This is an optimization exercise on Yosys and OpenROAD, whose aim is small area, a short achievable clock period and few clock cycles, not a production implementation. At most, simulation tests tie the RTL to the original design; equivalence was not proved. Power and IR drop assume default switching activity.

// pjv_engine
module pjv_engine (
    input  wire        clk,
    input  wire        rst,
    input  wire        reg_we,
    input  wire [3:0]  reg_addr,
    input  wire [31:0] reg_wdata,
    output reg  [31:0] reg_rdata,
    input  wire        kbuf_wr,       
    output wire        busy,
    output wire        kmem_re,
    output wire [16:0] kmem_addr,
    input  wire [7:0]  kmem_rdata,
    output wire        dmem_re,
    output wire [11:0] dmem_raddr,
    input  wire [7:0]  dmem_rdata,
    output wire        dmem_we,
    output wire [11:0] dmem_waddr,
    output wire [7:0]  dmem_wdata
);
Size: ~2100 cells after synthesis, about 220 flip-flops, ~140 I/O pins, roughly 17000 um2 of cells after synthesis.
==> flow/config.mk <==
export PLATFORM = sky130hd
export DESIGN_NAME = pjv_engine
export DESIGN_NICKNAME = pjv_engine
export VERILOG_FILES = /design/flow/design.v
export SDC_FILE = /design/flow/constraint.sdc
export NUM_CORES = 4
export LEC_CHECK = 0
export CAP_MARGIN = 20
export CORE_MARGIN = 2
export CORE_UTILIZATION = 50
export SETUP_SLACK_MARGIN = 4.0
export SLEW_MARGIN = 20
export SYNTH_HIERARCHICAL = 1
export SYNTH_MINIMUM_KEEP_SIZE = 0
export TNS_END_PERCENT = 0
==> flow/constraint.sdc <==
create_clock -name core_clock -period 8.0 [get_ports {clk}]
set_input_delay 1.6000 -clock core_clock [delete_from_list [all_inputs] [get_ports {clk}]]
set_output_delay 1.6000 -clock core_clock [all_outputs]
set_load 0.01 [all_outputs]
standard.sh (not shown) runs the stock make flow with config.mk's settings and CLKGATE_MAP_FILE= SYNTH_SCRIPT=/design/flow/synth_recipe.tcl, a recipe that flattens the netlist after the stock synthesis.
==> flow/flow/run.sh <==
#!/bin/bash
# Standard ORFS layout, with plain buffers (not delay cells) on the ports and
# no dummy balancing loads in the clock tree.
set -euo pipefail
export BUFFER_PORTS_ARGS="-buffer_cell sky130_fd_sc_hd__buf_2"
export CTS_ARGS="-sink_clustering_enable -repair_clock_nets -dont_use_dummy_load"
bash standard.sh > standard.log 2>&1
Rerun with:
--- a/flow/design.v
+++ b/flow/design.v
@@ -166,38 +166,35 @@
     reg st_run;     
     reg        kvalid, ok;
     reg [3:0]  errsub;
     reg [31:0] erract, kbuf_len, dlen;
     reg [15:0] klen;
     reg [7:0]  jfreq;
     reg [23:0] jlen;
     reg [15:0] jdm;
     reg        dir;         
     reg [15:0] pos;         
     reg        pol;         
     reg        sa, sbj, sbp, sbf;   
-    reg        vk;          
-    reg        ks;          
     reg        v1;          
+    reg        ks;          
     reg        vw;          
     reg [7:0]  wsum;        
-    reg [11:0] widx;        
     assign busy = ~st_idle;
     wire [11:0] wi   = erract[11:0];    
     wire [3:0]  pass = erract[15:12];   
     wire        wl   = erract[16];      
     wire        n1   = erract[17];      
     wire        n2   = erract[27];      
-    wire [7:0]  kreg = erract[25:18];   
-    wire        ksw  = erract[26];      
+    wire [11:0] widx = {erract[31:28], erract[25:18]};   
     wire [5:0]  bc   = erract[23:18];   
     wire [3:0]  kc   = erract[29:26];   
     wire        cb   = erract[30];      
     wire        jb   = erract[31];      
     wire [8:0]  jint = dlen[21:13];     
     wire [8:0]  jint_f = {jint[7:0], 1'b0} + {7'd0, cb & jb, cb ^ jb};
     wire [8:0]  cnt  = dlen[30:22];     
     wire        jmp  = dlen[31];        
     wire [16:0] klen8 = {1'b0, klen} + 17'd8;
     wire [10:1] rsel;
     wire [31:0] rdata;
     pjv_rddec u_rddec (
@@ -243,38 +240,37 @@
         .sa     (sa),
         .sbj    (sbj),
         .sbp    (sbp),
         .sbf    (sbf),
         .m255   (st_ji),
         .cin    (st_run | (st_jd & cb)),
         .y      (ma_y),
         .w      (ma_w)
     );
     wire [11:0] nm1    = dlen[11:0] - 12'd1;         
     wire [11:0] ri     = wl ? 12'd0 : wi + 12'd1;    
     wire        done   = wl && (pass == 4'd10);
-    wire        issue  = st_run && !done && !(n1 && (vk || v1)) && !(n2 && vk && v1);
-    wire        dexe   = vk && st_run && !done;
+    wire        issue  = st_run && !done && !(n1 && (v1 || vw)) && !(n2 && v1 && vw);
     wire [7:0]  nbyte;
     pjv_add8 u_add8 (
         .a   (dmem_rdata),
-        .b   (kreg ^ {8{ksw}}),
-        .cin (ksw),
+        .b   (kmem_rdata ^ {8{ks}}),
+        .cin (ks),
         .y   (nbyte)
     );
     assign dmem_we    = vw;
     assign dmem_waddr = widx;
     assign dmem_wdata = wsum;
     assign dmem_raddr = ri;
-    assign dmem_re    = dexe;
+    assign dmem_re    = issue;
     wire        kd_lo   = st_kd && !kc[3] && (kc[2:0] != 3'd7);
     assign kmem_addr = kd_lo ? {14'd0, kc[2:0]} : ({1'b0, pos} + 17'd7);
     assign kmem_re   = issue | (st_kd && !kc[3]);
     wire [7:0]  kb = kmem_rdata;      
     task automatic finish_cmd(input [3:0] sub, input [31:0] act_v);
         begin
             ok      <= (sub == 4'd0);
             errsub  <= sub;
             erract  <= act_v;
         end
     endtask
     task automatic finish(input [3:0] sub, input [31:0] act_v);
@@ -297,34 +293,32 @@
             st_kd    <= 1'b0;
             st_jd    <= 1'b0;
             st_ji    <= 1'b0;
             st_js    <= 1'b0;
             st_run   <= 1'b0;
             kvalid   <= 1'b0;
             ok       <= 1'b0;
             errsub   <= 4'd0;
             erract   <= 32'd0;
             pos      <= 16'd0;
             kbuf_len <= 32'd0;
             dlen     <= 32'd0;
-            vk       <= 1'b0;
             v1       <= 1'b0;
             vw       <= 1'b0;
         end else begin
-            vk <= issue;
-            v1 <= dexe;
+            v1 <= issue;
             vw <= v1;
             if (v1) begin
                 wsum <= nbyte;
-                widx <= wi;
+                {erract[31:28], erract[25:18]} <= wi;
             end
             if (st_idle) begin
                 if (kbuf_wr)
                     kvalid <= 1'b0;
                 if (reg_we) begin
                     case (reg_addr)
                         R_KBUF_LEN: begin
                             kbuf_len <= reg_wdata;
                             kvalid   <= 1'b0;
                         end
                         R_DLEN: dlen <= reg_wdata;
                         R_CMD: begin
@@ -455,33 +449,29 @@
                 erract[17]   <= (nm1 == 12'd0);
                 erract[27]   <= (nm1 == 12'd1);
                 erract[16]   <= 1'b1;
                 erract[15:12] <= 4'd0;
                 st_js <= 1'b0;
                 if (dlen[12:0] == 13'd0) begin
                     dlen[31:13] <= 19'd0;
                     finish(4'd0, 32'd0);
                 end
                 else
                     st_run <= 1'b1;
             end
-            if (dexe) begin
-                erract[25:18] <= kmem_rdata;
-                erract[26]    <= ks;
+            if (issue) begin
                 erract[11:0]   <= ri;
                 erract[16]   <= (ri == nm1);
                 if (wl)
                     erract[15:12] <= pass + 4'd1;
-            end
-            if (issue) begin
                 ks   <= (dir != pol);
                 pos  <= ma_y;
                 if (jmp) begin
                     dlen[30:22] <= jint;
                     pol <= ~pol;
                 end else begin
                     dlen[30:22] <= cnt - 9'd1;
                 end
                 dlen[31] <= !jmp && (cnt == 9'd2);
                 sbj      <= !jmp && (cnt == 9'd2);
             end
             if (st_run && done && !v1) begin
Result: The new run passed the timing, design-rule and antenna checks. Die area goes down by 0.90%. First-iteration DRC count goes down by 17%. Power goes down by 3.3%. Global-route usage goes down by 1.2 points. Final cell count goes up by 1.1%. Synthesized area goes down by 0.92%. Register-to-register slack improves by 0.10 ns. Hold slack is about the same. Via count goes down by 0.99%. Wire length goes down by 3.8%. Combinational power goes up by about 2%. Count of clock-buffer cells in the layout goes down by 1.
Testbench counts after the change, summed over its fixed seeds: cycles 301,710.
For the first run of this note, only the layout was checked, not whether the RTL still works.

## port drivers added, routing unchanged
No port has a modelled driver above. Below, the same layouts with a new extraction and two added sets of constraints. Step 1: set_driving_cell puts a clkbuf_16 on clk and a buf_2 on each other input, an assumption about the parent block. Step 2 adds t to the input delays and takes it off the output delays; t is the mean of the earliest and latest rising clock arrival at the registers after step 1. Input paths then give back, and output paths get back, about the clock's delay inside the block. Slacks: ideal / step 1 / step 2; pairs: ideal / step 1.
| run | t, ns | setup slack, ns | latest minus earliest clock arrival (ns) | worst slew at a driven data input, ns |
|---|---|---|---|---|
| the first run | 0.610 | 3.536 / 3.456 / 3.250 | 0.046 / 0.046 | 0.08 |
| the second run | 0.599 | 3.503 / 3.464 / 3.045 | 0.076 / 0.077 | 0.06 |
After both steps every run listed still meets setup and hold. The setup slack of the second run, which loses most, moves by -0.039 ns with the drivers and by -0.458 ns with both steps.
